Source: an optimization exercise on an open RTL-to-GDS flow (aim: small area, a short achievable clock period and few clock cycles). Production flows keep margins and buffers that such runs may drop.
Function was checked by simulation only, so behaviour that the tests miss may differ from the original.
Power figures rest on the tool's default switching activity, not on a simulated workload.

==> flow/design.v (excerpt) <==
module tgm_traj (
    input  wire        clk,
    input  wire        rst,
    input  wire [31:0] period_us,
    input  wire        cmd_valid,
    output wire        cmd_ready,
    input  wire [2:0]  cmd_op,
    input  wire [15:0] cmd_start,
    input  wire [15:0] cmd_end,
    input  wire [31:0] cmd_duration,
    input  wire        cmd_shape,
    output reg         rsp_valid,
    output wire [15:0] rsp_duty,
    output wire        rsp_active,
    output reg         rsp_ok
);
Size in the first run: roughly 1600 flip-flops, about 120 I/O pins.
Settings: LEC_CHECK=0, CAP_MARGIN=20, CORE_MARGIN=2, CORE_UTILIZATION=65, PLACE_DENSITY=0.75, SETUP_SLACK_MARGIN=5, SLEW_MARGIN=20, TNS_END_PERCENT=100; clock period 8.0 ns.
run.sh (not shown) runs the stock make flow with config.mk's settings and CLKGATE_MAP_FILE= SYNTH_SCRIPT=/design/flow/synth_recipe.tcl, a recipe that flattens the netlist after the stock synthesis.
Testbench counts at the start, summed over its fixed seeds: cycles 20,798.
Then changed:
--- a/flow/design.v
+++ b/flow/design.v
@@ -146,22 +146,21 @@
     reg [15:0] d_vl;
     reg [31:0] d_T;
     reg        d_sign, d_z, d_one, d_two;
     reg [15:0] d_R, d_Q;
     reg [17:0] d_3T;
     reg [3:0]  dcnt;
     reg        d_l1;      
     reg        rv;
-    reg [15:0] r_vl, r_v1, r_X, r_dr;
+    reg [15:0] r_vl, r_dq, r_dr;
     reg [31:0] r_T;
-    reg [32:0] r_TmD;     
-    reg [33:0] r_K1;      
-    reg        r_sign, r_z, r_one, r_two, r_w1;
-    wire d_leave = dv & dd & !rv;
+    reg        r_sign, r_z, r_one, r_two;
+    wire d_last  = !dd & d_l1;                  
+    wire d_leave = dv & (dd | d_last) & !rv;
     wire t_leave = tv & td & (!dv | d_leave);
     wire t_load  = (!tv | t_leave) & (mcnt != 4'd0);
     wire        ts_neg = ts_b < ts_a;
     wire [15:0] ts_A   = ts_neg ? ts_a - ts_b : ts_b - ts_a;
     function [3:0] msb16(input [15:0] x);
         integer i;
         begin
             msb16 = 4'd0;
@@ -269,70 +268,67 @@
             end
         end else if (d_leave) begin
             dv <= 1'b0;
         end else if (dv && !dd) begin
             d_R <= d_Rn;
             d_Q <= {d_Q[13:0], d_qd};
             dcnt <= dcnt - 4'd1;
             d_l1 <= (dcnt == 4'd2);
-            if (d_l1) dd <= 1'b1;    
+            if (d_l1) dd <= 1'b1;
         end
     end
-    wire [15:0] d_X   = d_sign ? ~d_Q : d_Q;   
-    wire [32:0] d_TmD;                        
-    wire [33:0] d_K1;                         
-    wire [15:0] d_v1;                         
-    wire        d_c0, d_c1, d_c2, d_w1;
-    tgm_add #(.W(33)) u_dtmd (.a({1'b0, d_T}), .b(~{17'd0, d_R}), .ci(1'b1), .s(d_TmD), .co(d_c0));
-    tgm_add #(.W(34)) u_dk1  (.a({2'b0, d_T}), .b(~{17'd0, d_R, 1'b0}), .ci(1'b1), .s(d_K1), .co(d_c1));
-    tgm_add #(.W(16)) u_dv1  (.a(d_vl), .b(d_X), .ci(d_sign), .s(d_v1), .co(d_c2));
-    tgm_ge  #(.W(33)) u_dw1  (.a({d_R, 1'b0}), .b({1'b0, d_T}), .ge(d_w1));   
     wire r_take;
     always @(posedge clk) begin
         if (rst) begin
             rv <= 1'b0;
         end else if (d_leave) begin
             rv <= 1'b1;
             r_vl <= d_vl;
-            r_v1 <= d_v1;
             r_T <= d_T;
-            r_TmD <= d_TmD;
-            r_K1 <= d_K1;
-            r_w1 <= d_w1;
-            r_X <= d_X;
-            r_dr <= d_R;
+            r_dq <= dd ? d_Q : {d_Q[13:0], d_qd};
+            r_dr <= dd ? d_R : d_Rn;
             r_sign <= d_sign;
             r_z <= d_z;
             r_one <= d_one;
             r_two <= d_two;
         end else if (r_take) begin
             rv <= 1'b0;
         end
     end
+    wire [15:0] r_X   = r_sign ? ~r_dq : r_dq;
+    wire [32:0] r_TmD;                      
+    wire [33:0] r_K1;                       
+    wire [15:0] r_v1;                       
+    wire        r_c0, r_c1, r_c2;
+    tgm_add #(.W(33)) u_rtmd (.a({1'b0, r_T}), .b(~{17'd0, r_dr}), .ci(1'b1), .s(r_TmD), .co(r_c0));
+    tgm_add #(.W(34)) u_rk1  (.a({2'b0, r_T}), .b(~{17'd0, r_dr, 1'b0}), .ci(1'b1), .s(r_K1), .co(r_c1));
+    tgm_add #(.W(16)) u_rv1  (.a(r_vl), .b(r_X), .ci(r_sign), .s(r_v1), .co(r_c2));
+    wire        r_w1;
+    tgm_ge  #(.W(33)) u_rw1  (.a({r_dr, 1'b0}), .b({1'b0, r_T}), .ge(r_w1));   
     reg [15:0] a_v;       
     reg [31:0] a_n;       
     reg        a_sub;     
     reg        a_n0, a_n1;
     reg [31:0] a_r;       
     reg [32:0] a_TmD;     
     reg [33:0] a_K1;      
     reg [15:0] a_dr;
     reg [15:0] a_X;       
     reg        a_sign;
     reg        a_w;       
     wire [31:0] adv_r;
     wire [15:0] adv_v;
-    wire [33:0] adv_thr = a_w ? {a_TmD, 1'b0} : a_K1;
+    wire [33:0] adv_c;
     wire [31:0] adv_n;
-    wire        adv_r_co, adv_v_co, adv_n_co, adv_ge;
+    wire        adv_r_co, adv_v_co, adv_c_co, adv_n_co;
     tgm_add #(.W(32)) u_r (.a(a_r), .b(a_w ? ~a_TmD[31:0] : {16'd0, a_dr}), .ci(a_w), .s(adv_r), .co(adv_r_co));
     tgm_add #(.W(16)) u_v (.a(a_v), .b(a_X), .ci(a_w ^ a_sign), .s(adv_v), .co(adv_v_co));
-    tgm_ge #(.W(33)) u_c (.a({1'b0, a_r}), .b(adv_thr[32:0]), .ge(adv_ge));
-    wire        adv_w = adv_thr[33] | adv_ge;    
+    tgm_add #(.W(34)) u_c (.a({2'b0, a_r}), .b(~(a_w ? {a_TmD, 1'b0} : a_K1)), .ci(1'b1), .s(adv_c), .co(adv_c_co));
+    wire        adv_w = !adv_c[33];          
     tgm_add #(.W(32)) u_n (.a(a_n), .b({30'h3fffffff, !a_sub, a_sub}), .ci(1'b1), .s(adv_n), .co(adv_n_co));
     wire tick_eval = busy | c_tick;
     wire cnt0 = (cnt == 4'd0);
     wire cnt1 = (cnt == 4'd1);
     wire br_off   = !auto_en;
     wire br_start = auto_en & start_pend;
     wire br_adv   = auto_en & !start_pend & auto_active;
     wire br_man   = auto_en & !start_pend & !auto_active;
After rerunning:
- The changed run went through all stages and came out clean
- global-route usage goes up by 0.90 points
- fmax increases by about 6%
- synthesized area fell by 3.0%
- power drops by 6.1%
- clock-buffer cell count went down by 17
- critical path depth rose by 2
- die area fell by about 3%
- non-clock buffer count grows by 6
- sequential share of layout area is lower by 1.0 points
- sequential power decreases by about 7%
- utilization fell by 0.40 points
- wire length drops by 3.4%
- combinational power falls by 3.1%
- worst setup slack improved by 200 ps
Testbench counts after the change, summed over its fixed seeds: cycles 20,653.

## static timing again, ports no longer ideal
The flow's constraints put no driver on any port. The routed layouts listed below were extracted and timed again, unchanged, in two steps.
Step 1 sets driving cells, clkbuf_16 on the clock port and buf_2 on the other inputs (assumed; they add their load-dependent delay and slew).
Step 2 moves the port delays by t, midway between the first and last clock arrival at a register: inputs arrive t later, outputs are due t later. That takes back most of the time a late clock gives input paths.
Slacks: ideal ports / drivers / drivers and shift; pairs: ideal ports / drivers.
| run | t (ns) | setup slack, ns | worst setup path at the end |
|---|---|---|---|
| the first run | 0.850 | 4.331 / 4.331 / 3.726 | input to register |
| the second run | 0.845 | 4.534 / 4.534 / 4.042 | input to register |
After both steps setup and hold are still met in every run listed. For the first run, which loses most, drivers alone change the setup slack by 0.000 ns; drivers and shift together by -0.605 ns.
